This design comes from an exercise in tuning for small area, a short achievable clock period and few clock cycles on the open sky130 flow, not from production work. Only simulation tests tie the RTL to the original design; equivalence was not proved. Power figures rest on the tool's default switching activity, not on a simulated workload.

--- design/flow/run.sh ---
#!/bin/bash
# synth_recipe.tcl (not shown) runs the flow's synth.tcl, then flattens the netlist and writes it again
# the make line also repeats each setting of config.mk as NAME=value (left out here)
make -C /OpenROAD-flow-scripts/flow DESIGN_CONFIG=/design/flow/config.mk WORK_HOME=/design/flow/orfs CLKGATE_MAP_FILE= SYNTH_SCRIPT=/design/flow/synth_recipe.tcl finish
--- design/flow/config.mk ---
export PLATFORM = sky130hd
export DESIGN_NAME = lcd_draw
export DESIGN_NICKNAME = lcd_draw
export VERILOG_FILES = /design/flow/design.v
export SDC_FILE = /design/flow/constraint.sdc
export NUM_CORES = 4
export LEC_CHECK = 0
export CAP_MARGIN = 20
export CORE_MARGIN = 2
export CORE_UTILIZATION = 60
export SETUP_SLACK_MARGIN = 5
export SLEW_MARGIN = 20
--- design/flow/constraint.sdc ---
create_clock -name core_clock -period 9.5 [get_ports {clk}]
set_input_delay 1.9000 -clock core_clock [delete_from_list [all_inputs] [get_ports {clk}]]
set_output_delay 1.9000 -clock core_clock [all_outputs]
set_load 0.01 [all_outputs]
--- design/flow/design.v ---
module lcd_draw (
    input  wire        clk,
    input  wire        rst,           
    input  wire        cmd_valid,
    output wire        cmd_ready,
    input  wire [7:0]  cmd_op,
    input  wire [31:0] cmd_arg0,
    input  wire [31:0] cmd_arg1,
    input  wire [15:0] cmd_color,
    output wire        out_valid,
    input  wire        out_ready,
    output wire [7:0]  out_data,
    output wire        out_dc,
    output wire        out_last,
    output wire        idle
);
    localparam [3:0] K_NONE = 4'h0, K_WIN = 4'h2, K_ROT = 4'h3, K_FILL = 4'h4,
                     K_FRECT = 4'h5, K_PIX = 4'h6, K_HL = 4'h7, K_VL = 4'h8,
                     K_RECT = 4'h9, K_LINE = 4'hA;
    localparam [3:0] G_IDLE = 4'd0,
                     G_D1 = 4'd1, G_D2 = 4'd2, G_D3 = 4'd3, G_D4 = 4'd4,    
                     G_RUN = 4'd5,                                        
                     G_S1 = 4'd6, G_S2 = 4'd7, G_S3 = 4'd8, G_S4 = 4'd9,  
                     G_S5 = 4'd10, G_S6 = 4'd11, G_S7 = 4'd12, G_S8 = 4'd13,
                     G_WALK = 4'd14, G_S5B = 4'd15;
    localparam [1:0] M_WIN = 2'd0, M_DATA = 2'd1, M_ROT = 2'd2;
    reg  [3:0]  g;
    reg         k_win, k_rot, k_fill, k_frect, k_hl, k_vl, k_rect, k_line;
    reg         cmp;
    reg         ps_xb, ps_yb, ps_k, ps_kh, qs_xa, qs_ya, qs_k, qs_dy, a_inv, a_cin, a_walk;
    reg  [1:0]  rstep;
    reg         swapped;
    reg  signed [15:0] XA, YA;
    reg  signed [16:0] XB, YB, K, DY;
    reg  [15:0] col;
    reg  [8:0]  xs;                       
    reg         xs_ok;                    
    reg         rph, okr;                 
    reg         steep, sxn, syn;
    reg         em_busy;
    reg  [3:0]  bidx;
    reg         in_data, phase;
    reg  [8:0]  wx0, wx1, wy0, wy1;
    wire [8:0] scr_w = swapped ? 9'd320 : 9'd240;
    wire [8:0] scr_h = swapped ? 9'd240 : 9'd320;
    wire [10:0] vXA = {XA[15], XA[15:9] == 7'd0, XA[8:0]};
    wire [10:0] vYA = {YA[15], YA[15:9] == 7'd0, YA[8:0]};
    wire [10:0] vXB = {XB[16], XB[16:9] == 8'd0, XB[8:0]};
    wire [10:0] vYB = {YB[16], YB[16:9] == 8'd0, YB[8:0]};
    wire [10:0] vXS = {2'b01, xs};
    localparam [10:0] V0 = 11'b01_000000000, VBIG = 11'b00_000000000;
    reg  [10:0] cxa, cxb, cya, cyb;
    reg         clx, cly;
    always @(*) begin
        cxa = vXA; cxb = vXA; cya = vYA; cyb = vYA;
        clx = 1'b0; cly = 1'b0;
        if (k_win) begin
            cxb = vYA; cya = vXB; cyb = vYB;
        end else if (k_fill) begin
            cxa = V0; cxb = VBIG; cya = V0; cyb = VBIG; clx = 1'b1; cly = 1'b1;
        end else if (k_frect) begin
            cxb = vXB; cyb = vYB;
        end else if (k_hl) begin
            cxb = vXB; clx = 1'b1;
        end else if (k_vl) begin
            cyb = vYB; cly = 1'b1;
        end else if (k_rect) begin
            case (rstep)
                2'd0: begin cxb = vXB; clx = 1'b1; end
                2'd1: begin cyb = vYB; cly = 1'b1; end
                2'd2: begin cxb = vXB; cya = vYB; cyb = vYB; clx = 1'b1; end
                default: begin cxa = vXB; cxb = vXB; cyb = vYB; cly = 1'b1; end
            endcase
        end else if (k_line) begin
            if (steep) begin
                cxa = vYA; cxb = vYA; cya = vXS; cyb = vXA;
            end else begin
                cxa = vXS;
            end
        end
    end
    function [9:0] chk;    
        input [10:0] a, b;
        input [8:0]  ext;
        input        clamp;
        reg a_in, b_over, b_ge;
        begin
            a_in   = !a[10] && a[9] && (a[8:0] < ext);
            b_over = !b[10] && (!b[9] || (b[8:0] >= ext));
            b_ge   = !b[10] && (!b[9] || (b[8:0] >= a[8:0]));
            chk[9]   = a_in && b_ge && (clamp || !b_over);
            chk[8:0] = b_over ? ext - 9'd1 : b[8:0];
        end
    endfunction
    wire [9:0] chx = chk(cxa, cxb, scr_w, clx);
    wire [9:0] chy = chk(cya, cyb, scr_h, cly);
    wire cand_ok = chx[9] & chy[9];
    reg  [7:0] rot_m;
    always @(*) begin
        case (XA[2:0])
            3'd0: rot_m = 8'h08;
            3'd1: rot_m = 8'h68;
            3'd2: rot_m = 8'hC8;
            3'd3: rot_m = 8'hA8;
            3'd4: rot_m = 8'h48;
            3'd5: rot_m = 8'h28;
            3'd6: rot_m = 8'h88;
            default: rot_m = 8'hE8;
        endcase
    end
    wire x_end = (wx0 == wx1);
    wire y_end = (wy0 == wy1);
    wire em_last = k_rot ? bidx[0] :
                   in_data ? (phase & x_end & y_end) :
                   k_win && (bidx == 4'd10);
    reg        ov, sv;
    reg [9:0]  ob, sb;            
    wire       e_go = em_busy & !sv;
    assign out_valid = ov;
    assign out_data  = ob[7:0];
    assign out_dc    = ob[8];
    assign out_last  = ob[9];
    wire em_finish = e_go & em_last;
    wire em_free = !em_busy | em_finish;
    reg  [7:0] e_data;    
    reg        e_dc, e_last;
    always @(*) begin
                e_data  = 8'h00;
        e_dc    = 1'b1;
        e_last  = 1'b0;
        if (k_rot) begin
            if (!bidx[0]) begin
                e_data = 8'h36;
                e_dc   = 1'b0;
            end else begin
                e_data = rot_m;
                e_last = 1'b1;
            end
        end else if (in_data) begin
            e_data = phase ? col[7:0] : col[15:8];
            e_last = phase & x_end & y_end;
        end else begin
            case (bidx)
                4'd0:  begin e_data = 8'h2A; e_dc = 1'b0; end
                4'd1:  e_data = {7'd0, wx0[8]};
                4'd2:  e_data = wx0[7:0];
                4'd3:  e_data = {7'd0, wx1[8]};
                4'd4:  begin e_data = wx1[7:0]; e_last = 1'b1; end
                4'd5:  begin e_data = 8'h2B; e_dc = 1'b0; end
                4'd6:  e_data = {7'd0, wy0[8]};
                4'd7:  e_data = wy0[7:0];
                4'd8:  e_data = {7'd0, wy1[8]};
                4'd9:  begin e_data = wy1[7:0]; e_last = 1'b1; end
                default: begin e_data = 8'h2C; e_dc = 1'b0; e_last = 1'b1; end
            endcase
        end
    end
    wire fneg = YB[16];
    wire [16:0] p = ({17{ps_xb}} & XB) | ({17{ps_yb | a_walk}} & YB) |
                    ({17{ps_k}} & K) | ({17{ps_kh}} & {1'b0, K[16:1]});
    wire [16:0] q = ({17{qs_xa}} & {XA[15], XA}) | ({17{qs_ya}} & {YA[15], YA}) |
                    ({17{qs_k | (a_walk & fneg)}} & K) | ({17{qs_dy | (a_walk & !fneg)}} & DY);
    wire        inv = a_inv | (a_walk & !fneg);
    wire        cin = a_cin | (a_walk & !fneg);
    wire [16:0] s = p + (q ^ {17{inv}}) + {16'd0, cin};
    wire [8:0] ext_maj = steep ? scr_h : scr_w;
    wire [8:0] ext_min = steep ? scr_w : scr_h;
    wire x_last  = ({XA[15], XA} == XB);
    wire x_clip  = !XA[15] && ((XA[15:9] != 7'd0) || (XA[8:0] >= ext_maj - 9'd1));
    wire ypos    = !(sxn ^ syn);
    wire y_gone  = ypos ? (!YA[15] && ((YA[15:9] != 7'd0) || (YA[8:0] >= ext_min)))
                        : YA[15];
    wire [16:0] XA1 = {XA[15], XA} + 17'd1;
    wire walk_flush = fneg | x_last | x_clip;
    wire y_ok    = !YA[15] && (YA[15:9] == 7'd0) && (YA[8:0] < ext_min);
    wire accept = cmd_valid & cmd_ready;
    assign cmd_ready = (g == G_IDLE) & !em_busy;
    assign idle      = (g == G_IDLE) & !em_busy & !ov & !sv;
    reg offer;           
    always @(*) begin
        offer = 1'b0;
        if (g == G_RUN)
            offer = rph & okr;
        else if (g == G_WALK)
            offer = walk_flush & xs_ok & y_ok;
    end
    wire take = offer & em_free;
    wire adv  = !offer | em_free;      
    reg [3:0] gn;
    always @(*) begin
        gn = g;
        case (g)
        G_IDLE: if (accept && cmd_op[7:4] == 4'd0)
                    case (cmd_op[3:0])
                        K_ROT, K_WIN, K_PIX, K_FILL: gn = G_RUN;
                        K_FRECT, K_HL, K_VL, K_RECT: gn = G_D1;
                        K_LINE: gn = G_S1;
                        default: ;
                    endcase
        G_D1: gn = G_D2;
        G_D2: gn = (k_hl || k_vl) ? G_RUN : G_D3;
        G_D3: gn = G_D4;
        G_D4: gn = G_RUN;
        G_RUN: if (rph && adv && (!k_rect || rstep == 2'd3)) gn = G_IDLE;
        G_S1: gn = G_S2;
        G_S2: gn = G_S3;
        G_S3: gn = G_S4;
        G_S4: gn = G_S5;
        G_S5: gn = G_S5B;
        G_S5B: gn = cmp ? G_S1 : G_S6;
        G_S6: gn = G_S7;
        G_S7: gn = G_S8;
        G_S8: gn = G_WALK;
        default: begin    
            if (y_gone)
                gn = G_IDLE;
            else if (walk_flush && adv && (x_last || x_clip))
                gn = G_IDLE;
        end
        endcase
    end
    wire vl_n = k_vl;
    wire s1_again = (g == G_S5B) & cmp;
    wire d2_d3    = (g == G_D2) & !k_hl & !k_vl;
    wire a_cin_n  = idle_line | s1_again | (g == G_S1) | (g == G_S2) | (g == G_S3) |
                    (g == G_S4) | (g == G_S6) | (g == G_S7);
    wire idle_line = (g == G_IDLE) & cmd_op[3] & cmd_op[1];
    wire idle_rect = (g == G_IDLE) & !(cmd_op[3] & cmd_op[1]);
    always @(posedge clk) begin
        begin
            g <= gn;
            ps_xb  <= (g == G_IDLE) | ((g == G_D1) & !k_vl) | s1_again;
            ps_yb  <= ((g == G_D1) & k_vl) | d2_d3 | (g == G_D3) | (g == G_S1);
            ps_k   <= (g == G_S4) | (g == G_S7);
            ps_kh  <= (g == G_S6);
            qs_xa  <= idle_line | ((g == G_D1) & !k_vl) | s1_again;
            qs_ya  <= ((g == G_D1) & k_vl) | (g == G_D3) | (g == G_S1);
            qs_k   <= (g == G_S2);
            qs_dy  <= (g == G_S3) | (g == G_S4) | (g == G_S6) | (g == G_S7);
            a_inv  <= idle_rect | d2_d3 | a_cin_n;
            a_cin  <= a_cin_n;
            a_walk <= (g == G_S8) | (g == G_WALK);
            if (!ov || out_ready) begin
                if (sv) begin
                    ob <= sb;
                    ov <= 1'b1;
                    sv <= 1'b0;
                end else begin
                    ob <= {e_last, e_dc, e_data};
                    ov <= em_busy;
                end
            end else if (e_go) begin
                sb <= {e_last, e_dc, e_data};
                sv <= 1'b1;
            end
            if (em_free) begin
                em_busy <= offer;
                bidx    <= 4'd0;
                in_data <= 1'b0;
                phase   <= 1'b0;
                wx0     <= cxa[8:0];
                wx1     <= chx[8:0];
                wy0     <= cya[8:0];
                wy1     <= chy[8:0];
            end else if (e_go) begin
                if (em_finish)
                    em_busy <= 1'b0;
                if (in_data) begin
                    phase <= !phase;
                    if (phase) begin
                        if (x_end) begin
                            wy0 <= wy0 + 9'd1;
                            if (k_frect || k_fill)
                                wx0 <= cxa[8:0];
                        end else
                            wx0 <= wx0 + 9'd1;
                    end
                end else begin
                    bidx <= bidx + 4'd1;
                    if (bidx == 4'd10)
                        in_data <= 1'b1;
                end
            end
            case (g)
            G_IDLE: begin
                rstep <= 2'd0;
                rph   <= 1'b0;
                if (cmd_ready) begin
                    XA   <= cmd_arg0[15:0];
                    YA   <= cmd_arg0[31:16];
                    XB   <= {cmd_arg1[15], cmd_arg1[15:0]};
                    YB   <= {cmd_arg1[31], cmd_arg1[31:16]};
                    col  <= cmd_color;
                end
                if (accept) begin
                    k_win   <= (cmd_op == 8'h02);
                    k_rot   <= (cmd_op == 8'h03);
                    k_fill  <= (cmd_op == 8'h04);
                    k_frect <= (cmd_op == 8'h05);
                    k_hl    <= (cmd_op == 8'h07);
                    k_vl    <= (cmd_op == 8'h08);
                    k_rect  <= (cmd_op == 8'h09);
                    k_line  <= (cmd_op == 8'h0A);
                    steep <= 1'b0;
                    if (cmd_op == 8'h03)
                        swapped <= cmd_arg0[0];
                end
            end
            G_D1: begin
                if (k_vl) YB <= s; else XB <= s;
            end
            G_D2: begin
                if (k_vl) YB <= s; else XB <= s;
            end
            G_D3: begin
                YB <= s;
            end
            G_D4: begin
                YB <= s;
            end
            G_RUN: begin
                rph <= !rph | !adv;
                okr <= k_rot | cand_ok;
                if (rph && adv) begin
                    rstep <= rstep + 2'd1;
                end
            end
            G_S1: begin
                K <= s;
            end
            G_S2: begin
                DY <= s;
            end
            G_S3: begin
                sxn <= K[16];
                if (K[16]) K <= s;
            end
            G_S4: begin
                syn <= DY[16];
                if (DY[16]) DY <= s;
            end
            G_S5: begin
                cmp <= s[16];
            end
            G_S5B: begin
                if (cmp) begin
                    steep <= 1'b1;
                    XA <= YA;  YA <= XA;
                    XB <= YB;  YB <= XB;
                end
            end
            G_S6: begin
                if (sxn) begin
                    XA <= XB[15:0];  YA <= YB[15:0];
                    XB <= {XA[15], XA};
                end
            end
            G_S7: begin
                YB  <= s;
                xs  <= XA[8:0];
                xs_ok <= !XA[15] && (XA[15:9] == 7'd0) && (XA[8:0] < ext_maj);
            end
            G_S8: begin
                K <= s;
            end
            G_WALK: begin
                if (y_gone) begin
                end else if (walk_flush) begin
                    if (adv) begin
                        YB  <= s;
                        XA  <= XA1[15:0];
                        xs  <= XA1[8:0];
                        xs_ok <= (XA1[16:9] == 8'd0) && (XA1[8:0] < ext_maj);
                        if (fneg)
                            YA <= ypos ? YA + 16'sd1 : YA - 16'sd1;
                    end
                end else begin
                    YB <= s;
                    XA <= XA1[15:0];
                end
            end
            default: ;
            endcase
        end
        if (rst) begin
            g       <= G_IDLE;
            ov      <= 1'b0;
            sv      <= 1'b0;
            swapped <= 1'b0;
            em_busy <= 1'b0;
        end
    end
endmodule
==> impl_metrics.csv, run 1 <==
group,metric,value,unit
detailed_routing,routedWlPerCell,26.9,um
power_and_ir_drop,p_per_area,223,nW/um^2
worst_setup_path,cp.required,7.60,ns
finish,drive_above_1_share,0.0778,
worst_setup_path,worstPathMaxFanout,18,
power_and_ir_drop,p_int,2.50,mW
floorplanning,rows,60,
sta,fmax,230,MHz
hold_path,hold_path.class,"flip-flop to flip-flop",
worst_setup_path,worstReg2RegEnd,"DY[16]$_DFFE_PP_",
power_and_ir_drop,p_clk_frac,0.245,
sta,setup_viol_count_final,0,
detailed_routing,wirelength,59000,um
synth,yosys_warnings,1,
finish,syn_to_final_growth,12.8,%
sta,worst_slew_pin_slew,1.04,ns
placement,io_buffers,104,
synth,ys.flop_type,"edfxtp_1",
finish,final_util,0.688,
synth,synth_fp_nets,1981,
sta,post-route-period-util,0.457,
clock_tree,cts_made_buffers,26,
floorplanning,io_pins,105,
finish,mostFrequentLayoutCell,"edfxtp_1",
sta,fin_setup_tns,0,ns
clock_tree,cts.clk_slew.worst_paths,0.06,ns
power_and_ir_drop,comb_power_share,0.369,
placement,gp_congestion,1.06,
synth,synth_edf_count,198,
sta,drv_slew,0,
grt,antenna_found_initial,0,
clock_tree,clockRootBuffer,"clkbuf_16",
floorplanning,core-area,26900,sq um
grt,grt_pass1_vias,14800,
worst_setup_path,crit_path_start_kind,"flip-flop",
worst_setup_path,worst-setup-path-type,"flip-flop to primary output",
grt,grt_use_total,0.401,
worst_setup_path,startpoint,"g[2]$_SDFFE_PP0P_",
synth,synth_cell_type_count,87,
detailed_routing,vias_per_cell,7.18,
sta,skew,0.0424,ns
power_and_ir_drop,p_sw_frac,0.394,
worst_setup_path,worstPathArrival,2.44,ns
clock_tree,postCtsHoldBufs,0,
finish,antenna_cells,0,
floorplanning,die_area,28700,sq um
finish,nets,2006,
power_and_ir_drop,p_sw,1.63,mW
sta,period_needed,4.34,ns
floorplanning,start_util,0.610,
worst_setup_path,r2r_start,"YB[16]$_DFFE_PP_",
synth,ys_ff_latch,223,
clock_tree,clk_latency,0.57,ns
status,status,"timing/DRC/antenna clean",
grt,grt_max_degree,69,
worst_setup_path,r2r_slack,5.22,ns
power_and_ir_drop,p_seq_frac,0.386,
sta,rsz0062_at_grt,"false",
synth,async_flop_share,0,
detailed_routing,via_count,15700,
clock_tree,cts_tree,"built",
power_and_ir_drop,ir_worst_vdd,275,uV
detailed_routing,drtIter0Drc,2798,
sta,slew_headroom,0.303,
detailed_routing,ant_nets,0,
clock_tree,cts_sinks,223,
sta,hold_violations,0,
synth,netlist_area,16400,sq um
floorplanning,chipWidth,169,um
grt,overflow,0,
synth,ys_seq_area_frac,0.393,
finish,mostFrequentLayoutCells,"198 x edfxtp_1, 188 x nand2_1, 166 x nor2_1",
grt,grt_pass1_wl,87700,um
clock_tree,htreeDepth,1,
job,cap_violations,0,
placement,hpwl,42200,um
worst_setup_path,reg2reg_depth,15,
worst_setup_path,crit_path_end,"cmd_ready",
synth,synthCells,1806,
detailed_routing,detail_route.first_pass.iterations,12,
worst_setup_path,end_kind,"primary output",
detailed_routing,post-route-drc-count,0,
synth,syn_area_per_cell,9.08,sq um
power_and_ir_drop,power.leakage,6.89,nW
floorplanning,fp.dieH,169,um
clock_tree,clock_path_buffers,3,
finish,fill_cells,2120,
==> timing repair <==
action                                  CTS  global route
pin swaps                                 0             3
endpoints found under the setup margin    9            24
resized for setup                         4            11
cloned                                    0             0
hold endpoints to repair                  0             0
setup buffers                             0            10
==> how the worst min path moves through the flow <==
stage	from	endpoint	slack, ns	cells after the start
after floorplan	DY[16]$_DFFE_PP_	syn$_DFFE_PP_	0.48	0
after global placement	sb[0]$_DFFE_PP_	ob[0]$_DFFE_PP_	0.53	1
after detailed placement	sb[1]$_DFFE_PP_	ob[1]$_DFFE_PP_	0.54	1
after CTS	sb[1]$_DFFE_PP_	ob[1]$_DFFE_PP_	0.56	1
after global routing	DY[16]$_DFFE_PP_	syn$_DFFE_PP_	0.58	0
final	sb[1]$_DFFE_PP_	ob[1]$_DFFE_PP_	0.55	1
==> per-stage QoR <==
| stage | worst slack, ns | area (sq um) | instances | hold slack, ns | power (mW) |
|---|---|---|---|---|---|
| final | 5.16 | 18500 | 2192 | 0.551 | 4.13 |
| after global routing | 5.00 | 18500 | 2192 | 0.578 | 4.27 |
| after CTS | 4.99 | 18400 | 2182 | 0.559 | 4.02 |
| after detailed placement | 4.73 | 17500 | 2134 | 0.543 | 3.01 |
| after global placement | 4.90 | 17500 | 2133 | 0.530 | 2.98 |
| after floorplan | 5.57 | 16400 | 1806 | 0.475 | 2.47 |
==> layer usage <==
metal	up-vias	wire, um	GRT usage
met3	310	5820	0.0569
met5	-	0	0
met2	1247	27200	0.658
li1	6842	-	-
met1	7343	21300	0.499
met4	0	4670	0.254
==> power groups by stage <==
stage	combinational [mW]	sequential, mW	clock (mW)
6_report	1.52	1.59	1.01
5_1_grt	1.64	1.59	1.04
4_1_cts	1.43	1.58	1.01
3_5_place_dp	1.41	1.60	0
3_3_place_gp	1.38	1.59	0
2_1_floorplan	1.07	1.40	0
==> critical path, cell delays in order (launching register included) <==
cell and delay, ns:
dfxtp_1 0.49, nor2_1 0.24, nand2_2 0.19, nor2_1 0.15, buf_4 0.25, clkdlybuf4s50_1 0.57
==> cells by family after synthesis <==
kind of cell / count (synthesis) / share of synthesized area
multiplexers: 37 / 0.0241
adder cells (fa/ha/maj): 84 / 0.0653
AND/OR/NAND/NOR: 582 / 0.165
XOR/XNOR: 117 / 0.0629
flip-flops: 223 / 0.393
buffers and inverters: 207 / 0.0500
AO/OA/AOI/OAI: 556 / 0.240
==> state kept, by name, indices dropped and copies added (netlist names), 2 cells and up <==
register,count
DY,17
K,17
XA,16
XB,17
YA,16
YB,17
bidx,4
col,16
g,4
ob,10
rstep,2
sb,10
wx0,9
wx1,9
wy0,9
wy1,9
xs,9
==> cell type report <==
| class | instances | area [sq um] | area share |
|---|---|---|---|
| Multi-Input combinational cell | 1376 | 9210 | 0.498 |
| Sequential cell | 223 | 6450 | 0.348 |
| Timing Repair Buffer | 140 | 1330 | 0.0720 |
| Clock buffer | 32 | 683 | 0.0369 |
| Tap cell | 341 | 427 | 0.0231 |
| Inverter | 64 | 240 | 0.0130 |
| Clock inverter | 16 | 164 | 0.00886 |
==> Yosys cell counts, drive strengths merged (15+ instances only) <==
| cell type | number | area (sq um) |
|---|---|---|
| o21ai | 135 | 683 |
| nor2b | 20 | 125 |
| a222oi | 54 | 541 |
| ha | 80 | 1000 |
| nor3 | 38 | 195 |
| nand4 | 15 | 93.8 |
| xnor2 | 58 | 508 |
| and3 | 15 | 93.8 |
| nor4 | 16 | 106 |
| xor2 | 59 | 524 |
| inv | 64 | 240 |
| a211oi | 15 | 125 |
| buf | 27 | 144 |
| edfxtp | 198 | 5950 |
| o31ai | 20 | 193 |
| nand3 | 35 | 175 |
| dfxtp | 25 | 500 |
| a31oi | 18 | 119 |
| a22oi | 55 | 418 |
| nand2 | 189 | 709 |
| nand2b | 27 | 169 |
| or3 | 15 | 93.8 |
| mux2 | 20 | 225 |
| a221oi | 22 | 193 |
| clkbuf | 116 | 435 |
| mux2i | 17 | 170 |
| a21oi | 107 | 554 |
| nor2 | 171 | 647 |
Testbench counts, summed over its fixed seeds: cycles 480,437.
==> run 2: changes to the inputs <==
==> design/flow/flow/run.sh (new file) <==
#!/bin/bash
set -euo pipefail
bash standard.sh SETUP_SLACK_MARGIN=6.0 finish > standard_flow.log 2>&1
==> design/flow/standard.sh (new file) <==
#!/bin/bash
# synth_recipe.tcl (not shown) runs the flow's synth.tcl, then flattens the netlist and writes it again
# the make line also repeats each setting of config.mk as NAME=value (left out here)
make -C /OpenROAD-flow-scripts/flow DESIGN_CONFIG=/design/flow/config.mk WORK_HOME=/design/flow/orfs CLKGATE_MAP_FILE= SYNTH_SCRIPT=/design/flow/synth_recipe.tcl "${@:-finish}"
--- a/design/flow/config.mk
+++ b/design/flow/config.mk
@@ -9,4 +9,3 @@
 export CORE_MARGIN = 2
 export CORE_UTILIZATION = 60
-export SETUP_SLACK_MARGIN = 5
 export SLEW_MARGIN = 20
removed: design/flow/run.sh
==> impl_metrics.csv, run 2 <==
group,metric,value,unit
status,status,"timing/DRC/antenna clean",
worst_setup_path,worstPathMaxFanout,30,
hold_path,hold_path.class,"flip-flop to flip-flop",
synth,synthCells,1806,
power_and_ir_drop,power.leakage,7.53,nW
synth,yosys_warnings,1,
sta,hold_violations,0,
synth,ys_ff_latch,223,
finish,syn_to_final_growth,21.4,%
detailed_routing,post-route-drc-count,0,
worst_setup_path,cp.required,9.82,ns
synth,synth_area_leaders,"edfxtp_1 36%, ha_1 6.1%, nand2_1 4.3%",
detailed_routing,wirelength,62500,um
sta,rsz0062_at_grt,"true",
job,cap_violations,0,
worst_setup_path,end_kind,"flip-flop",
placement,placed_cells,2145,
worst_setup_path,worst-setup-path-type,"flip-flop to flip-flop",
detailed_routing,vias_per_cell,7.12,
power_and_ir_drop,ir_worst_vdd,173,uV
grt,overflow,0,
finish,final_util,0.741,
sta,post-route-period-util,0.412,
worst_setup_path,worstPathArrival,4.24,ns
placement,placed_area,17600,sq um
synth,netlist_area,16400,sq um
sta,fin_setup_tns,0,ns
worst_setup_path,cp_common_cell,"nor2_1",
clock_tree,clock_path_buffers,3,
synth,synth_common_cells,"198 x edfxtp_1, 189 x nand2_1, 169 x nor2_1",
worst_setup_path,critical_path.cell_chain,"buf_4, or2_2, nor2_1, a311o_1, a21oi_1, ha_1, o21a_1, o21ai_0, nor2_1, nor4b_2, nor3_1, a41o_1",
detailed_routing,detail_route.first_pass.iterations,9,
sta,slew_headroom,0.234,
finish,final_cells,2293,
synth,yosysMostFrequentCell,"edfxtp_1",
synth,synth_fp_nets,1981,
floorplanning,fp.dieH,169,um
synth,synth_top_area_frac,0.363,
sta,drv_slew,0,
sta,fin_ws,5.58,ns
placement,hpwl,42300,um
power_and_ir_drop,power,4.47,mW
placement,gp_congestion,1.04,
finish,nets,2108,
detailed_routing,via_count,16300,
placement,io_buffers,104,
synth,synth_edf_count,198,
grt,grt_pass1_vias,15600,
grt,grt_use_total,0.425,
power_and_ir_drop,p_per_area,224,nW/um^2
floorplanning,core-area,26900,sq um
sta,setup_viol_count_final,0,
sta,fmax,255,MHz
detailed_routing,ant_nets,0,
floorplanning,io_pins,105,
clock_tree,postCtsHoldBufs,0,
floorplanning,start_util,0.610,
grt,grt_pass1_wl,92200,um
sta,skew,0.0144,ns
worst_setup_path,cpMaxStageDelayCell,"a21oi_1",
sta,worst_slew_pin_slew,1.14,ns
clock_tree,cts_made_buffers,25,
finish,mostFrequentLayoutCells,"198 x edfxtp_1, 187 x nand2_1, 157 x nor2_1",
placement,dp_worst_setup_slack,5.09,ns
grt,antenna_found_initial,1,
synth,async_flop_share,0,
finish,drive_above_1_share,0.173,
floorplanning,die_area,28700,sq um
synth,ys_seq_area_frac,0.393,
floorplanning,chipWidth,169,um
finish,mostFrequentLayoutCell,"edfxtp_1",
clock_tree,clockRootBuffer,"clkbuf_16",
synth,synth_cell_type_count,87,
sta,whs,0.536,ns
clock_tree,cts_tree,"built",
clock_tree,htreeDepth,1,
grt,grt_max_degree,70,
finish,fin_area,19900,sq um
clock_tree,clk_latency,0.56,ns
synth,syn_area_per_cell,9.08,sq um
worst_setup_path,crit_path_start_kind,"flip-flop",
finish,antenna_cells,0,
sta,period_needed,3.92,ns
floorplanning,rows,60,
clock_tree,cts_sinks,223,
detailed_routing,drtIter0Drc,2314,
worst_setup_path,critPathMaxStageDelay,0.62,ns
detailed_routing,routedWlPerCell,27.2,um
clock_tree,cts.clk_slew.worst_paths,0.07,ns
synth,ys.flop_type,"edfxtp_1",
synth,yosysTopAreaCell,"edfxtp_1",
==> run 2: changes by cell type in the layout (fill, tap and decap cells not counted), sizes merged, moves of 2 or more <==
| cell | before | now |
|---|---|---|
| clkdlybuf4s50 | 104 | 102 |
| clkinv | 12 | 7 |
| clkinvlp | 0 | 3 |
| clkbuf | 32 | 34 |
| inv | 65 | 63 |
| buf | 36 | 140 |
==> run 2: worst paths after layout <==
kind	slack [ns]	startpoint	depth (start not counted)	end
worst max-delay path	5.58	k_win$_DFFE_PP_	12	okr$_DFFE_PP_
worst max register to register	5.58	k_win$_DFFE_PP_	12	okr$_DFFE_PP_
worst min-delay path	0.54	DY[16]$_DFFE_PP_	0	syn$_DFFE_PP_
worst min register to register	0.54	DY[16]$_DFFE_PP_	0	syn$_DFFE_PP_
==> run 2: metal layers <==
layer,part of all wire,global-route usage,vias to the layer above
met5,0.00022,0,-
met2,0.45,0.687,1243
met3,0.11,0.0868,385
met1,0.34,0.495,7631
li1,-,-,7058
met4,0.096,0.334,2
==> run 2: logic make-up (layout without fill, tap and decap cells) <==
kind of cell,after synthesis,in the layout,synth area share
AND/OR/NAND/NOR,582,582,0.165
AO/OA/AOI/OAI,556,556,0.240
flip-flops,223,223,0.393
buffers and inverters,207,353,0.0500
XOR/XNOR,117,117,0.0629
adder cells (fa/ha/maj),84,84,0.0653
multiplexers,37,37,0.0241
==> run 2: area by class of cell <==
| type | instances | area (sq um) |
|---|---|---|
| clock buffers | 33 | 666 |
| inverters | 64 | 255 |
| multi-input cells | 1376 | 9770 |
| well taps | 341 | 427 |
| clock inverters | 13 | 179 |
| fillers | 2013 | 6960 |
| repair buffers | 243 | 2150 |
| flip-flops and latches | 223 | 6460 |
==> run 2: report_power, final <==
part / internal, mW / switching, mW / leakage [nW] / total (mW)
clock network: 0.604 / 0.420 / 0.410 / 1.02
registers: 1.29 / 0.256 / 2.21 / 1.55
logic: 0.830 / 1.06 / 4.91 / 1.89
total: 2.73 / 1.74 / 7.53 / 4.47
==> run 2: worst max-delay path, delay by kind of cell, from the launching register on <==
kind                     cells  cell delay (ns)
AO/OA/AOI/OAI                5             1.50
adder cells (fa/ha/maj)      1             0.35
buffers and inverters        1             0.35
flip-flops                   1             0.36
AND/OR/NAND/NOR              5             1.11
==> run 2: timing repair <==
item | 4_1_cts | 5_1_grt
cloned | 0 | 1
endpoints found under the setup margin | 120 | 131
pin swaps | 44 | 38
resized for setup | 89 | 78
buffers inserted | 70 | 31
==> run 3: changes to the inputs <==
==> design/flow/flow/run.sh (replaced) <==
#!/bin/bash
set -euo pipefail
bash standard.sh SETUP_SLACK_MARGIN=6.5 finish > standard_flow.log 2>&1
==> impl_metrics.csv, run 3 <==
group,metric,value,unit
grt,grt_pass1_wl,94100,um
finish,mostFrequentLayoutCell,"edfxtp_1",
finish,final_util,0.793,
detailed_routing,wirelength,65400,um
sta,hold_violations,0,
floorplanning,core-area,26900,sq um
power_and_ir_drop,p_per_area,222,nW/um^2
floorplanning,io_pins,105,
worst_setup_path,end_kind,"flip-flop",
synth,synth_top_area_frac,0.363,
power_and_ir_drop,power.leakage,8.18,nW
worst_setup_path,worstPathArrival,4.00,ns
detailed_routing,post-route-drc-count,0,
floorplanning,start_util,0.610,
job,cap_violations,0,
sta,period_needed,3.74,ns
sta,rsz0062_at_grt,"true",
clock_tree,postCtsHoldBufs,0,
grt,grt_use_total,0.430,
floorplanning,chipWidth,169,um
worst_setup_path,cpMaxStageDelayCell,"edfxtp_1",
finish,fill_cells,1742,
sta,slew_headroom,0.189,
grt,grt_pass1_vias,16000,
sta,fin_ws,5.76,ns
synth,async_flop_share,0,
synth,ys_ff_latch,223,
grt,grt_max_degree,71,
floorplanning,rows,60,
placement,dp_worst_setup_slack,5.04,ns
synth,synth_common_cells,"198 x edfxtp_1, 189 x nand2_1, 169 x nor2_1",
finish,regArea,6470,sq um
synth,synthCells,1806,
synth,synth_cell_type_count,87,
finish,multiInputGateArea,10400,sq um
clock_tree,htreeDepth,1,
sta,fin_setup_tns,0,ns
hold_path,hold_path.class,"flip-flop to flip-flop",
detailed_routing,vias_per_cell,7.18,
detailed_routing,detail_route.first_pass.iterations,10,
placement,gp_congestion,1.06,
power_and_ir_drop,ir_worst_vdd,224,uV
placement,placed_cells,2133,
clock_tree,cts.clk_slew.worst_paths,0.06,ns
status,status,"timing/DRC/antenna clean",
worst_setup_path,critPathMaxStageDelay,0.44,ns
detailed_routing,ant_nets,0,
clock_tree,clock_path_buffers,3,
power_and_ir_drop,power,4.74,mW
sta,skew,0.0231,ns
sta,drv_slew,0,
worst_setup_path,worstPathMaxFanout,5,
grt,overflow,0,
clock_tree,cts_tree,"built",
synth,ys_seq_area_frac,0.393,
synth,yosys_warnings,1,
synth,synth_area_leaders,"edfxtp_1 36%, ha_1 6.1%, nand2_1 4.3%",
placement,io_buffers,104,
finish,mostFrequentLayoutCells,"198 x edfxtp_1, 183 x nand2_1, 164 x buf_4",
worst_setup_path,worst-setup-path-type,"flip-flop to flip-flop",
synth,netlist_area,16400,sq um
clock_tree,cts_made_buffers,25,
finish,syn_to_final_growth,29.9,%
detailed_routing,via_count,17100,
worst_setup_path,crit_path_start_kind,"flip-flop",
sta,whs,0.552,ns
finish,drive_above_1_share,0.254,
sta,worst_slew_pin_slew,1.21,ns
detailed_routing,drtIter0Drc,2974,
floorplanning,die_area,28700,sq um
placement,placed_area,17800,sq um
synth,synth_edf_count,198,
sta,post-route-period-util,0.393,
sta,setup_viol_count_final,0,
clock_tree,clk_latency,0.55,ns
finish,nets,2188,
finish,antenna_cells,0,
sta,fmax,268,MHz
worst_setup_path,cp.required,9.76,ns
finish,final_cells,2373,
finish,fin_area,21300,sq um
clock_tree,clockRootBuffer,"clkbuf_16",
synth,yosysMostFrequentCell,"edfxtp_1",
grt,antenna_found_initial,1,
synth,ys.flop_type,"edfxtp_1",
floorplanning,fp.dieH,169,um
clock_tree,cts_sinks,223,
worst_setup_path,critical_path.cell_chain,"a21o_4, a222oi_1, nand2_1, xor2_1, fa_2, fa_2, nor2b_4, o31ai_4, a211oi_4, o31ai_4, o2111ai_2, a21oi_2, xnor2_2, o21ai_1",
placement,hpwl,41500,um
synth,syn_area_per_cell,9.08,sq um
synth,synth_fp_nets,1981,
detailed_routing,routedWlPerCell,27.6,um
synth,yosysTopAreaCell,"edfxtp_1",
-- run 3: path summary, 6_finish.rpt --
kind	slack (ns)	start	cells past startpoint	end
worst max-delay path	5.76	YB[16]$_DFFE_PP_	14	XB[16]$_DFFE_PP_
worst min-delay path	0.55	DY[16]$_DFFE_PP_	0	syn$_DFFE_PP_
worst max register to register	5.76	YB[16]$_DFFE_PP_	14	XB[16]$_DFFE_PP_
worst min register to register	0.55	DY[16]$_DFFE_PP_	0	syn$_DFFE_PP_
-- run 3: area by class of cell --
type | instances | share of cell area
clock buffers | 33 | 0.0322
clock inverters | 13 | 0.00822
inverters | 64 | 0.0122
multi-input cells | 1378 | 0.486
flip-flops and latches | 223 | 0.304
well taps | 341 | 0.0200
repair buffers | 321 | 0.137
-- run 3: routing by layer --
metal  track usage  vias to the layer above  part of all wire
li1              -                     7217                 -
met1         0.522                     8006              0.34
met2         0.687                     1404              0.45
met3        0.0802                      419              0.12
met4         0.313                        4             0.092
met5             0                        -           0.00035
-- run 3: what timing repair did --
item / 4_1_cts / 5_1_grt
endpoints found under the setup margin: 221 / 192
setup buffers: 133 / 55
gates cloned: 4 / 2
gates resized for setup: 190 / 122
pin swaps: 67 / 47
-- run 3: cell families after synthesis --
logic type      Yosys count  synth area share
compound gates          556             0.240
xor+xnor                117            0.0629
fa+ha+maj                84            0.0653
buf+inv                 207            0.0500
flops                   223             0.393
mux                      37            0.0241
simple gates            582             0.165
-- run 3: power by group --
part           switching [mW]  total (mW)  internal (mW)
registers               0.247        1.54           1.29
logic                    1.17        2.15          0.987
clock network           0.423        1.04          0.617
-- run 3: worst max-delay path: cells and delay by family, from the launching register on --
family / cells / cell delay, ns
adder cells (fa/ha/maj): 2 / 0.78
flip-flops: 1 / 0.44
AO/OA/AOI/OAI: 8 / 1.55
AND/OR/NAND/NOR: 2 / 0.25
XOR/XNOR: 2 / 0.42
==> run 4: changes to the inputs <==
==> design/flow/flow/run.sh (replaced) <==
#!/bin/bash
set -euo pipefail
bash standard.sh SETUP_SLACK_MARGIN=5.6 finish > standard_flow.log 2>&1
--- a/design/flow/config.mk
+++ b/design/flow/config.mk
@@ -8,4 +8,4 @@
 export CAP_MARGIN = 20
 export CORE_MARGIN = 2
-export CORE_UTILIZATION = 60
+export CORE_UTILIZATION = 40
 export SLEW_MARGIN = 20
==> impl_metrics.csv, run 4 <==
group,metric,value,unit
status,status,"timing/DRC/antenna clean",
worst_setup_path,worstReg2RegEnd,"okr$_DFFE_PP_",
worst_setup_path,end_kind,"primary output",
finish,antenna_cells,0,
worst_setup_path,cp.required,7.60,ns
sta,fmax,261,MHz
synth,yosysMostFrequentCell,"edfxtp_1",
worst_setup_path,critPathTopFamily,"buffers and inverters",
worst_setup_path,critical_path.cell_chain,"nor2_4, nand2_2, nor2_2, buf_6, clkdlybuf4s50_1",
sta,worst_slew_pin_slew,1.02,ns
clock_tree,cts.clk_slew.worst_paths,0.06,ns
clock_tree,cts_tree,"built",
placement,io_buffers,104,
synth,synth_fp_nets,1981,
finish,final_util,0.483,
power_and_ir_drop,ir_worst_vdd,179,uV
finish,syn_to_final_growth,19.7,%
finish,fill_cells,3807,
sta,setup_viol_count_final,0,
synth,netlist_area,16400,sq um
hold_path,min_path_cells,1,
clock_tree,cts_sinks,223,
sta,skew,0.0177,ns
finish,multiInputGateArea,9530,sq um
worst_setup_path,worstPathArrival,1.94,ns
placement,gp_congestion,0.958,
worst_setup_path,worstPathMaxFanout,18,
sta,drv_slew,0,
grt,grt_pass1_vias,14900,
sta,fin_setup_tns,0,ns
detailed_routing,vias_per_cell,6.35,
synth,yosysTopAreaCell,"edfxtp_1",
power_and_ir_drop,p_per_area,223,nW/um^2
sta,fin_ws,5.66,ns
synth,synth_top_area_frac,0.363,
clock_tree,htreeDepth,1,
grt,antenna_found_initial,1,
sta,rsz0062_at_grt,"false",
detailed_routing,ant_nets,0,
synth,synth_edf_count,198,
grt,grt_max_degree,53,
synth,synth_common_cells,"198 x edfxtp_1, 189 x nand2_1, 169 x nor2_1",
worst_setup_path,cpMaxStageDelayCell,"clkdlybuf4s50_1",
grt,overflow,0,
clock_tree,clockRootBuffer,"clkbuf_16",
hold_path,min_from,"sb[9]$_DFFE_PP_",
detailed_routing,post-route-drc-count,0,
detailed_routing,wirelength,63200,um
floorplanning,start_util,0.403,
sta,hold_violations,0,
sta,post-route-period-util,0.404,
worst_setup_path,crit_path_start_kind,"flip-flop",
hold_path,whs_endpoint,"ob[9]$_DFFE_PP_",
detailed_routing,via_count,15600,
finish,regArea,6460,sq um
clock_tree,cts_made_buffers,27,
placement,placed_cells,2336,
synth,syn_area_per_cell,9.08,sq um
worst_setup_path,r2r_start,"rstep[0]$_SDFFCE_PN0P_",
sta,slew_headroom,0.315,
finish,final_cells,2448,
floorplanning,core-area,40600,sq um
job,cap_violations,0,
finish,mostFrequentLayoutCell,"edfxtp_1",
power_and_ir_drop,power.leakage,7.30,nW
synth,synth_area_leaders,"edfxtp_1 36%, ha_1 6.1%, nand2_1 4.3%",
finish,mostFrequentLayoutCells,"198 x edfxtp_1, 187 x nand2_1, 163 x nor2_1",
finish,nets,2071,
synth,ys_ff_latch,223,
floorplanning,io_pins,105,
hold_path,hold_path.class,"flip-flop to flip-flop",
synth,ys_seq_area_frac,0.393,
clock_tree,clk_latency,0.56,ns
worst_setup_path,r2r_slack,5.66,ns
synth,yosys_warnings,1,
floorplanning,die_area,42600,sq um
clock_tree,clock_path_buffers,3,
floorplanning,rows,74,
floorplanning,chipWidth,206,um
worst_setup_path,reg2reg_depth,14,
synth,synthCells,1806,
grt,grt_use_total,0.289,
synth,async_flop_share,0,
detailed_routing,detail_route.first_pass.iterations,9,
synth,ys.flop_type,"edfxtp_1",
floorplanning,fp.dieH,206,um
sta,period_needed,3.84,ns
detailed_routing,drtIter0Drc,2019,
synth,synth_cell_type_count,87,
worst_setup_path,worst-setup-path-type,"flip-flop to primary output",
detailed_routing,routedWlPerCell,25.8,um
worst_setup_path,critPathMaxStageDelay,0.52,ns
finish,drive_above_1_share,0.136,
placement,hpwl,44500,um
grt,grt_pass1_wl,92900,um
placement,dp_worst_setup_slack,4.77,ns
worst_setup_path,path_buf_inv,2,
worst_setup_path,cp.depth,5,
clock_tree,postCtsHoldBufs,0,
-- run 4: cell count changes in the layout (fill, tap and decap cells not counted), moves of 11 or more --
cell	previous run	this run
nor2_4	15	4
buf_6	42	3
clkdlybuf4s50_1	87	103
nor2_1	145	163
ha_1	62	77
o21ai_0	100	122
buf_4	164	93
-- run 4: worst max-delay path by stage --
stage | startpoint | endpoint | slack, ns
floorplan | YB[16]$_DFFE_PP_ | YB[16]$_DFFE_PP_ | 5.73
global placement | YB[16]$_DFFE_PP_ | YB[16]$_DFFE_PP_ | 4.86
detailed placement | YB[16]$_DFFE_PP_ | YB[16]$_DFFE_PP_ | 4.77
CTS | g[1]$_SDFFE_PP0P_ | cmd_ready | 5.61
global route | YB[16]$_DFFE_PP_ | XB[10]$_DFFE_PP_ | 5.58
finish | g[2]$_SDFFE_PP0P_ | cmd_ready | 5.66
-- run 4: cell families (layout without fill, tap and decap cells) --
kind of cell	after synthesis	after routing	synth area share
AOI/OAI and AO/OA	556	557	0.240
xor gates and xnor gates	117	117	0.0629
adders and majority gates	84	84	0.0653
buffers and inverters	207	315	0.0500
DFF	223	223	0.393
muxes	37	37	0.0241
and+or+nand+nor	582	583	0.165
-- run 4: final cells by class --
type,instances,share of cell area
tap,532,0.0339
multi-input combinational,1378,0.485
inverter,64,0.0124
timing repair buffer,202,0.0915
clock buffer,35,0.0375
clock inverter,14,0.0104
sequential,223,0.329
-- run 4: through the flow --
stage / total power, mW / hold slack (ns) / cell area (sq um)
after floorplan: 2.47 / 0.475 / 16400
after global placement: 3.01 / 0.538 / 17800
after detailed placement: 3.03 / 0.541 / 17800
after CTS: 4.19 / 0.555 / 19100
after global routing: 4.58 / 0.565 / 19600
final: 4.37 / 0.555 / 19600
-- run 4: where the power goes --
part	switching (mW)	leakage [nW]	total [mW]	internal [mW]
registers	0.279	2.21	1.57	1.29
clock network	0.438	0.452	1.12	0.680
logic	0.965	4.64	1.68	0.718
-- run 4: routing by layer --
metal	track usage	part of all wire	vias to the layer above
met1	0.382	0.41	7523
met2	0.474	0.47	874
li1	-	-	6991
met5	0	0	-
met4	0.109	0.041	0
met3	0.0484	0.087	168
-- run 4: timing repair --
| item | in CTS | in global routing |
|---|---|---|
| endpoints found under the setup margin | 105 | 94 |
| pin swaps | 10 | 29 |
| resized for setup | 38 | 54 |
| cloned | 0 | 2 |
| setup buffers | 24 | 37 |
==> run 5: changes to the inputs <==
==> design/flow/flow/run.sh (replaced) <==
#!/bin/bash
set -euo pipefail
bash standard.sh SETUP_SLACK_MARGIN=5.8 finish > standard_flow.log 2>&1
--- a/design/flow/config.mk
+++ b/design/flow/config.mk
@@ -10,2 +10,3 @@
 export CORE_UTILIZATION = 40
 export SLEW_MARGIN = 20
+export TNS_END_PERCENT = 10
==> impl_metrics.csv, run 5 <==
group,metric,value,unit
floorplanning,start_util,0.403,
sta,setup_viol_count_final,0,
finish,nets,2062,
grt,grt_pass1_wl,93000,um
finish,mostFrequentLayoutCell,"edfxtp_1",
sta,worst_slew_pin_slew,1.11,ns
finish,antenna_cells,0,
detailed_routing,ant_nets,0,
detailed_routing,wirelength,62700,um
worst_setup_path,critPathMaxStageDelay,0.52,ns
placement,hpwl,43800,um
clock_tree,clockRootBuffer,"clkbuf_16",
synth,ys.flop_type,"edfxtp_1",
worst_setup_path,worstPathArrival,1.95,ns
worst_setup_path,cpMaxStageDelayCell,"clkdlybuf4s50_1",
worst_setup_path,worstPathMaxFanout,19,
grt,overflow,0,
clock_tree,cts_made_buffers,28,
sta,drv_slew,0,
synth,synthCells,1806,
grt,grt_pass1_vias,14900,
synth,synth_edf_count,198,
worst_setup_path,critical_path.cell_chain,"nor2_2, nand2_2, nor2_2, buf_6, clkdlybuf4s50_1",
clock_tree,cts.clk_slew.worst_paths,0.06,ns
clock_tree,htreeDepth,1,
synth,synth_top_area_frac,0.363,
worst_setup_path,cp_common_cell,"nor2_2",
synth,synth_common_cells,"198 x edfxtp_1, 189 x nand2_1, 169 x nor2_1",
sta,period_needed,3.85,ns
worst_setup_path,crit_path_start_kind,"flip-flop",
synth,synth_area_leaders,"edfxtp_1 36%, ha_1 6.1%, nand2_1 4.3%",
placement,io_buffers,104,
clock_tree,postCtsHoldBufs,0,
finish,syn_to_final_growth,19.1,%
clock_tree,cts_tree,"built",
synth,netlist_area,16400,sq um
sta,hold_violations,0,
job,cap_violations,0,
grt,grt_max_degree,69,
detailed_routing,detail_route.first_pass.iterations,9,
floorplanning,fp.dieH,206,um
grt,antenna_found_initial,0,
placement,gp_congestion,0.970,
finish,fill_cells,3857,
finish,mostFrequentLayoutCells,"198 x edfxtp_1, 187 x nand2_1, 163 x nor2_1",
detailed_routing,post-route-drc-count,0,
placement,placed_cells,2331,
floorplanning,die_area,42600,sq um
clock_tree,cts_sinks,223,
synth,ys_seq_area_frac,0.393,
synth,yosysTopAreaCell,"edfxtp_1",
hold_path,hold_path.class,"flip-flop to flip-flop",
sta,fmax,260,MHz
power_and_ir_drop,power,4.36,mW
worst_setup_path,end_kind,"primary output",
power_and_ir_drop,p_per_area,223,nW/um^2
sta,fin_setup_tns,0,ns
synth,synth_cell_type_count,87,
synth,async_flop_share,0,
synth,synth_fp_nets,1981,
floorplanning,rows,74,
detailed_routing,vias_per_cell,6.33,
detailed_routing,routedWlPerCell,25.7,um
power_and_ir_drop,power.leakage,7.25,nW
clock_tree,clock_path_buffers,3,
synth,yosysMostFrequentCell,"edfxtp_1",
finish,fin_area,19500,sq um
finish,drive_above_1_share,0.135,
synth,yosys_warnings,1,
detailed_routing,drtIter0Drc,2082,
floorplanning,io_pins,105,
floorplanning,chipWidth,206,um
sta,skew,0.0293,ns
worst_setup_path,worst-setup-path-type,"flip-flop to primary output",
status,status,"timing/DRC/antenna clean",
finish,final_cells,2441,
worst_setup_path,cp.required,7.60,ns
sta,rsz0062_at_grt,"true",
detailed_routing,via_count,15500,
synth,ys_ff_latch,223,
placement,placed_area,17800,sq um
sta,slew_headroom,0.252,
worst_setup_path,r2r_slack,5.68,ns
clock_tree,clk_latency,0.60,ns
floorplanning,core-area,40600,sq um
sta,post-route-period-util,0.405,
grt,grt_use_total,0.289,
synth,syn_area_per_cell,9.08,sq um
power_and_ir_drop,ir_worst_vdd,152,uV
run 5: cell count changes in the layout (fill, tap and decap cells not counted), sizes merged:
cell	previous run	this run
o21ai	136	135
clkinvlp	2	3
or3	16	15
clkbuf	35	36
inv	64	66
bufinv	5	4
buf	98	90
run 5: critical path: cells and delay by family, from the launching register on:
family | cells | cell delay [ns]
buffers and inverters | 2 | 0.63
AND/OR/NAND/NOR | 3 | 0.35
flip-flops | 1 | 0.41
run 5: worst paths after layout:
check | from | to | cells past startpoint
worst min register to register | DY[16]$_DFFE_PP_ | syn$_DFFE_PP_ | 0
worst max-delay path | g[3]$_SDFFE_PP0P_ | cmd_ready | 5
worst min-delay path | DY[16]$_DFFE_PP_ | syn$_DFFE_PP_ | 0
worst max register to register | YB[16]$_DFFE_PP_ | XB[16]$_DFFE_PP_ | 15
run 5: per-stage QoR:
step            util  setup slack [ns]  hold slack [ns]
4_1_cts        0.474              5.62            0.552
6_report       0.481              5.65            0.549
3_5_place_dp   0.438              4.89            0.536
2_1_floorplan      -              5.80            0.475
3_3_place_gp   0.438              4.94            0.533
5_1_grt        0.481              5.58            0.557
run 5: layout make-up:
type,count,area [sq um],share of cell area
clock buffers,36,741,0.0379
clock inverters,16,220,0.0113
inverters,64,243,0.0124
multi-input cells,1376,9470,0.485
flip-flops and latches,223,6460,0.331
well taps,532,666,0.0341
repair buffers,194,1730,0.0886
run 5: layer usage:
layer | part of all wire | vias to the layer above | global-route usage
li1 | - | 6961 | -
met1 | 0.41 | 7520 | 0.390
met2 | 0.47 | 801 | 0.474
met3 | 0.084 | 170 | 0.0399
met4 | 0.040 | 0 | 0.101
met5 | 0 | - | 0
run 5: report_power, final:
part	switching (mW)	leakage [nW]	internal, mW
Combinational	0.956	4.58	0.698
Clock	0.467	0.461	0.665
Sequential	0.279	2.21	1.29
run 5: timing repair:
item,CTS,global route
pin swaps,26,18
setup endpoints to repair,124,104
resized for setup,55,34
setup buffers,43,15
gates cloned,0,0
run 5: cells by family after synthesis:
| kind of cell | share of synthesized area |
|---|---|
| AND/OR/NAND/NOR | 0.165 |
| flip-flops | 0.393 |
| multiplexers | 0.0241 |
| buffers and inverters | 0.0500 |
| adder cells (fa/ha/maj) | 0.0653 |
| AO/OA/AOI/OAI | 0.240 |
| XOR/XNOR | 0.0629 |
==> run 6: changes to the inputs <==
--- a/design/flow/config.mk
+++ b/design/flow/config.mk
@@ -10,3 +10,3 @@
 export CORE_UTILIZATION = 40
 export SLEW_MARGIN = 20
-export TNS_END_PERCENT = 10
+export TNS_END_PERCENT = 50
==> impl_metrics.csv, run 6 <==
group,metric,value,unit
synth,ys_ff_latch,223,
detailed_routing,routedWlPerCell,25.6,um
synth,synthAdderAreaFrac,0.0653,
synth,synth_cell_type_count,87,
synth,async_flop_share,0,
sta,fmax,263,MHz
grt,grt_pass1_vias,15000,
placement,placed_cells,2331,
synth,synth_edf_count,198,
sta,period_needed,3.81,ns
finish,drive_above_1_share,0.154,
synth,synth_xor_area_frac,0.0629,
power_and_ir_drop,power.leakage,7.39,nW
floorplanning,start_util,0.403,
clock_tree,cts_tree,"built",
floorplanning,die_area,42600,sq um
detailed_routing,wirelength,62900,um
sta,setup_viol_count_final,0,
floorplanning,fp.dieH,206,um
sta,rsz0062_at_grt,"true",
synth,syn_area_per_cell,9.08,sq um
clock_tree,cts.clk_slew.worst_paths,0.06,ns
sta,post-route-period-util,0.401,
synth,synthSimpleGateAreaFrac,0.165,
detailed_routing,ant_nets,0,
clock_tree,cts_sinks,223,
floorplanning,rows,74,
floorplanning,chipWidth,206,um
worst_setup_path,worst-setup-path-type,"flip-flop to flip-flop",
sta,worst_slew_pin_slew,1.12,ns
synth,synth_top_family_by_area,"compound AO/OA/AOI/OAI gates",
status,status,"timing/DRC/antenna clean",
grt,overflow,0,
clock_tree,clk_latency,0.59,ns
clock_tree,htreeDepth,1,
finish,antenna_cells,0,
sta,whs,0.548,ns
grt,grt_pass1_wl,93000,um
synth,netlist_area,16400,sq um
finish,mostFrequentLayoutCell,"edfxtp_1",
synth,yosysMostFrequentCell,"edfxtp_1",
floorplanning,io_pins,105,
synth,synth-compound-area-share,0.240,
grt,antenna_found_initial,0,
hold_path,hold_path.class,"flip-flop to flip-flop",
power_and_ir_drop,p_per_area,227,nW/um^2
worst_setup_path,critPathMaxStageDelay,0.41,ns
detailed_routing,detail_route.first_pass.iterations,12,
worst_setup_path,crit_path_start_kind,"flip-flop",
synth,yosysTopAreaCell,"edfxtp_1",
grt,grt_use_total,0.289,
placement,gp_congestion,0.970,
synth,synth_top_area_frac,0.363,
finish,mostFrequentLayoutCells,"198 x edfxtp_1, 187 x nand2_1, 162 x nor2_1",
detailed_routing,via_count,15600,
detailed_routing,vias_per_cell,6.32,
floorplanning,core-area,40600,sq um
synth,synth_common_cells,"198 x edfxtp_1, 189 x nand2_1, 169 x nor2_1",
synth,synth_fp_nets,1981,
worst_setup_path,critical_path.cell_chain,"a21o_4, buf_4, buf_6, a222oi_1, nand2_1, xnor2_1, ha_2, nor3_2, or3_4, a211oi_4, o31ai_4, o2111ai_2, a21oi_2, xnor2_2, o21ai_1",
synth,ys_seq_area_frac,0.393,
synth,yosys_warnings,1,
job,cap_violations,0,
clock_tree,clock_path_buffers,3,
finish,final_cells,2461,
detailed_routing,drtIter0Drc,2101,
finish,nets,2082,
detailed_routing,post-route-drc-count,0,
sta,fin_setup_tns,0,ns
sta,slew_headroom,0.245,
clock_tree,cts_made_buffers,28,
synth,muxShareOfSynthArea,0.0241,
worst_setup_path,cpMaxStageDelayCell,"edfxtp_1",
sta,hold_violations,0,
finish,syn_to_final_growth,21.0,%
placement,hpwl,43800,um
synth,synth_area_leaders,"edfxtp_1 36%, ha_1 6.1%, nand2_1 4.3%",
placement,io_buffers,104,
sta,drv_slew,0,
worst_setup_path,path_buf_inv,2,
worst_setup_path,end_kind,"flip-flop",
grt,grt_max_degree,69,
synth,synthCells,1806,
power_and_ir_drop,ir_worst_vdd,158,uV
worst_setup_path,worstPathMaxFanout,12,
worst_setup_path,cp.required,9.80,ns
synth,ys.flop_type,"edfxtp_1",
worst_setup_path,critPathTopFamily,"compound AO/OA/AOI/OAI gates",
clock_tree,clockRootBuffer,"clkbuf_16",
sta,skew,0.0188,ns
worst_setup_path,worstPathArrival,4.10,ns
==> run 6: metrics by stage <==
step,utilization,power (mW),instance area (sq um),setup slack (ns)
2_1_floorplan,-,2.48,16400,5.80
5_1_grt,0.488,4.70,19800,5.60
4_1_cts,0.475,4.25,19300,5.62
3_3_place_gp,0.438,2.99,17800,4.94
6_report,0.488,4.50,19800,5.69
3_5_place_dp,0.438,3.01,17800,4.89
==> run 6: repair_timing <==
item / in CTS / in global routing
pin swaps: 26 / 39
setup buffers: 43 / 35
setup endpoints to repair: 124 / 89
gates resized for setup: 62 / 63
hold buffers: 0 / 0
==> run 6: worst reg2reg max path, cell delays in order (launching register included) <==
cell and delay (ns):
edfxtp_1 0.41, a21o_4 0.24, buf_4 0.15, buf_6 0.15
a222oi_1 0.34, nand2_1 0.13, xnor2_1 0.15, ha_2 0.38
nor3_2 0.05, or3_4 0.40, a211oi_4 0.23, o31ai_4 0.10
o2111ai_2 0.29, a21oi_2 0.11, xnor2_2 0.30, o21ai_1 0.09
==> run 6: area by class of cell <==
| type | count | area (sq um) |
|---|---|---|
| Timing Repair Buffer | 214 | 1890 |
| Fill cell | 3832 | 20800 |
| Tap cell | 532 | 666 |
| Sequential cell | 223 | 6460 |
| Clock buffer | 36 | 741 |
| Inverter | 64 | 245 |
| Clock inverter | 16 | 220 |
| Multi-Input combinational cell | 1376 | 9620 |
==> run 6: worst paths after layout <==
check / start / to / slack, ns / cells past startpoint
worst max-delay path: YB[16]$_DFFE_PP_ / XB[16]$_DFFE_PP_ / 5.69 / 15
worst min-delay path: DY[16]$_DFFE_PP_ / syn$_DFFE_PP_ / 0.55 / 0
worst max register to register: YB[16]$_DFFE_PP_ / XB[16]$_DFFE_PP_ / 5.69 / 15
worst min register to register: DY[16]$_DFFE_PP_ / syn$_DFFE_PP_ / 0.55 / 0
==> run 6: cell families (layout without fill, tap and decap cells) <==
logic type | Yosys count | after routing
multiplexers | 37 | 37
flip-flops | 223 | 223
AND/OR/NAND/NOR | 582 | 582
XOR/XNOR | 117 | 117
buffers and inverters | 207 | 330
adder cells (fa/ha/maj) | 84 | 84
AO/OA/AOI/OAI | 556 | 556
==> run 6: layer usage <==
layer,vias up,global-route usage,part of all wire
met2,826,0.475,0.47
met5,-,0,0
met1,7588,0.390,0.41
met3,157,0.0391,0.086
met4,0,0.102,0.039
li1,6990,-,-
==> run 6: power by group <==
part	internal, mW	switching, mW	total (mW)	leakage, nW
clock	0.665	0.465	1.13	0.461
combinational	0.790	1.01	1.80	4.72
sequential	1.29	0.278	1.57	2.21
total	2.75	1.75	4.50	7.39
==> run 7: changes to the inputs <==
--- a/design/flow/config.mk
+++ b/design/flow/config.mk
@@ -9,4 +9,5 @@
 export CORE_MARGIN = 2
 export CORE_UTILIZATION = 40
+export CTS_BUF_LIST = sky130_fd_sc_hd__clkbuf_4 sky130_fd_sc_hd__clkbuf_8
 export SLEW_MARGIN = 20
-export TNS_END_PERCENT = 50
+export TNS_END_PERCENT = 10
==> impl_metrics.csv, run 7 <==
group,metric,value,unit
grt,gr-max-usage-layer,"met2",
status,status,"timing/DRC/antenna clean",
clock_tree,cts_sinks,223,
sta,rsz0062_at_grt,"true",
grt,overflow,0,
placement,placed_cells,2331,
sta,worst_slew_pin_slew,1.10,ns
worst_setup_path,r2r_slack,5.71,ns
synth,muxShareOfSynthArea,0.0241,
synth,synth-compound-area-share,0.240,
detailed_routing,ant_nets,0,
placement,hpwl,43800,um
worst_setup_path,crit_path_start_kind,"flip-flop",
detailed_routing,vias_per_cell,6.27,
grt,antenna_found_initial,0,
synth,ys.flop_type,"edfxtp_1",
grt,use_met1,0.384,
hold_path,whs_endpoint,"ob[5]$_DFFE_PP_",
floorplanning,rows,74,
synth,ys_seq_area_frac,0.393,
power_and_ir_drop,power.leakage,7.22,nW
floorplanning,start_util,0.403,
floorplanning,io_pins,105,
finish,mostFrequentLayoutCells,"198 x edfxtp_1, 187 x nand2_1, 163 x nor2_1",
sta,slew_headroom,0.262,
synth,synth_top_area_frac,0.363,
synth,synthCells,1806,
clock_tree,clockRootBuffer,"clkbuf_8",
synth,synth_top_family_by_area,"compound AO/OA/AOI/OAI gates",
worst_setup_path,end_kind,"primary output",
placement,gp_congestion,0.970,
worst_setup_path,worstPathMaxFanout,6,
sta,whs,0.548,ns
placement,dp_worst_setup_slack,4.89,ns
detailed_routing,wirelength,62900,um
hold_path,hold_path.class,"flip-flop to flip-flop",
floorplanning,die_area,42600,sq um
finish,drive_above_1_share,0.139,
finish,antenna_cells,0,
grt,grt_pass1_wl,93000,um
detailed_routing,via_count,15500,
grt,met2_usage,0.474,
sta,hold_violations,0,
sta,setup_viol_count_final,0,
hold_path,min_from,"sb[5]$_DFFE_PP_",
synth,synthSimpleGateAreaFrac,0.165,
synth,synth_edf_count,198,
placement,io_buffers,104,
synth,yosysTopAreaCell,"edfxtp_1",
worst_setup_path,cp.required,7.60,ns
clock_tree,cts_made_buffers,43,
synth,syn_area_per_cell,9.08,sq um
worst_setup_path,reg2reg_depth,14,
synth,synth_cell_type_count,87,
finish,nets,2078,
worst_setup_path,worstReg2RegEnd,"XB[11]$_DFFE_PP_",
sta,skew,0.0285,ns
floorplanning,core-area,40600,sq um
grt,gr-usage-met3,0.0528,
power_and_ir_drop,p_per_area,214,nW/um^2
sta,fmax,259,MHz
synth,synthAdderAreaFrac,0.0653,
synth,netlist_area,16400,sq um
clock_tree,cts.clk_slew.worst_paths,0.06,ns
grt,grt_max_degree,69,
power_and_ir_drop,ir_worst_vdd,140,uV
detailed_routing,post-route-drc-count,0,
floorplanning,chipWidth,206,um
clock_tree,clock_path_buffers,3,
clock_tree,postCtsHoldBufs,0,
finish,final_cells,2467,
clock_tree,clk_latency,0.63,ns
worst_setup_path,worstPathArrival,1.96,ns
worst_setup_path,worst-setup-path-type,"flip-flop to primary output",
synth,synth_common_cells,"198 x edfxtp_1, 189 x nand2_1, 169 x nor2_1",
sta,drv_slew,0,
finish,mostFrequentLayoutCell,"edfxtp_1",
grt,grt_use_total,0.291,
grt,grt_pass1_vias,15000,
synth,ys_ff_latch,223,
detailed_routing,detail_route.first_pass.iterations,9,
synth,synth_area_leaders,"edfxtp_1 36%, ha_1 6.1%, nand2_1 4.3%",
clock_tree,htreeDepth,2,
floorplanning,fp.dieH,206,um
sta,period_needed,3.86,ns
sta,fin_ws,5.64,ns
sta,fin_setup_tns,0,ns
detailed_routing,drtIter0Drc,2043,
clock_tree,cts_tree,"built",
detailed_routing,routedWlPerCell,25.5,um
worst_setup_path,r2r_start,"YB[16]$_DFFE_PP_",
synth,synth_fp_nets,1981,
synth,async_flop_share,0,
synth,yosysMostFrequentCell,"edfxtp_1",
synth,synth_xor_area_frac,0.0629,
finish,syn_to_final_growth,18.0,%
hold_path,min_path_cells,1,
synth,yosys_warnings,1,
job,cap_violations,0,
sta,post-route-period-util,0.407,
[run 7: final cells by class]
cell class,instances,area (sq um)
tap,532,666
fill,3900,21300
multi-input combinational,1376,9430
clock buffer,56,702
inverter,64,245
clock inverter,21,104
sequential,223,6460
timing repair buffer,195,1740
[run 7: report_power, final]
group          internal, mW  switching (mW)  total (mW)
combinational         0.678           0.941        1.62
clock                 0.484           0.460       0.944
sequential             1.30           0.279        1.57
total                  2.46            1.68        4.14
[run 7: repair_timing]
| action | in CTS | in global routing |
|---|---|---|
| setup endpoints to repair | 122 | 110 |
| setup buffers | 39 | 20 |
| gates resized for setup | 54 | 23 |
| pin swaps | 26 | 12 |
[run 7: metal layers]
layer,routed length [um],vias to the layer above
met2,29300,792
met1,25500,7506
met3,5430,186
met5,0,-
met4,2540,0
li1,-,6996
[run 7: stage by stage]
stage | utilization | power, mW | cell area, sq um
after floorplan | - | 2.48 | 16400
after detailed placement | 0.438 | 3.01 | 17800
after global routing | 0.476 | 4.35 | 19300
after global placement | 0.438 | 2.99 | 17800
final | 0.476 | 4.14 | 19300
after CTS | 0.469 | 4.05 | 19100
[run 7: kinds of logic after synthesis]
| family | after synthesis |
|---|---|
| AO/OA/AOI/OAI | 556 |
| XOR/XNOR | 117 |
| adder cells (fa/ha/maj) | 84 |
| buffers and inverters | 207 |
| flip-flops | 223 |
| multiplexers | 37 |
| AND/OR/NAND/NOR | 582 |
[run 7: worst max-delay path by stage]
stage                            startpoint                to  slack [ns]  cells past startpoint
after CTS                 g[2]$_SDFFE_PP0P_         cmd_ready        5.56                      5
final                     g[2]$_SDFFE_PP0P_         cmd_ready        5.64                      5
after global routing         k_vl$_DFFE_PP_     okr$_DFFE_PP_        5.53                     11
after detailed placement   YB[16]$_DFFE_PP_  YB[16]$_DFFE_PP_        4.89                     14
after floorplan            YB[16]$_DFFE_PP_  YB[16]$_DFFE_PP_        5.80                     15
after global placement     YB[16]$_DFFE_PP_  YB[16]$_DFFE_PP_        4.94                     14
[run 7: worst max-delay path: stages (launching register included)]
cell,delay (ns)
dfxtp_4,0.36
nor2_2,0.14
nand2_2,0.11
nor2_2,0.11
buf_6,0.10
clkdlybuf4s50_1,0.52

-- separate check: timing with driven ports --
The results above use ideal ports. As a check the final layouts listed here were re-extracted and re-timed, cells and wires unchanged. Step 1 assumes that a clkbuf_16 drives the clock port and a buf_2 every other input. Step 2 also shifts input and output timing later by t, the mid clock arrival at the registers, as if the neighbouring blocks saw the same clock. Three values: ideal ports, drivers, drivers and shift; two values: the first two.
| run | t, ns | slack for setup (ns) | hold slack, ns | worst slew at a driven data input, ns |
|---|---|---|---|---|
| run 1 | 0.599 | 5.158 / 5.105 / 5.219 | 0.551 / 0.551 / 0.551 | 0.04 |
| run 2 | 0.605 | 5.582 / 5.582 / 5.576 | 0.536 / 0.536 / 0.536 | 0.06 |
| run 3 | 0.590 | 5.764 / 5.764 / 5.764 | 0.552 / 0.552 / 0.552 | 0.06 |
| run 4 | 0.612 | 5.662 / 5.602 / 5.432 | 0.555 / 0.555 / 0.555 | 0.05 |
| run 5 | 0.635 | 5.650 / 5.595 / 5.548 | 0.549 / 0.549 / 0.549 | 0.05 |
| run 6 | 0.633 | 5.693 / 5.693 / 5.520 | 0.548 / 0.548 / 0.548 | 0.05 |
| run 7 | 0.661 | 5.638 / 5.589 / 5.525 | 0.548 / 0.548 / 0.548 | 0.05 |
After both steps every run listed still meets setup and hold. For run 4, which loses most, drivers alone change the setup slack by -0.060 ns; drivers and shift together by -0.230 ns.
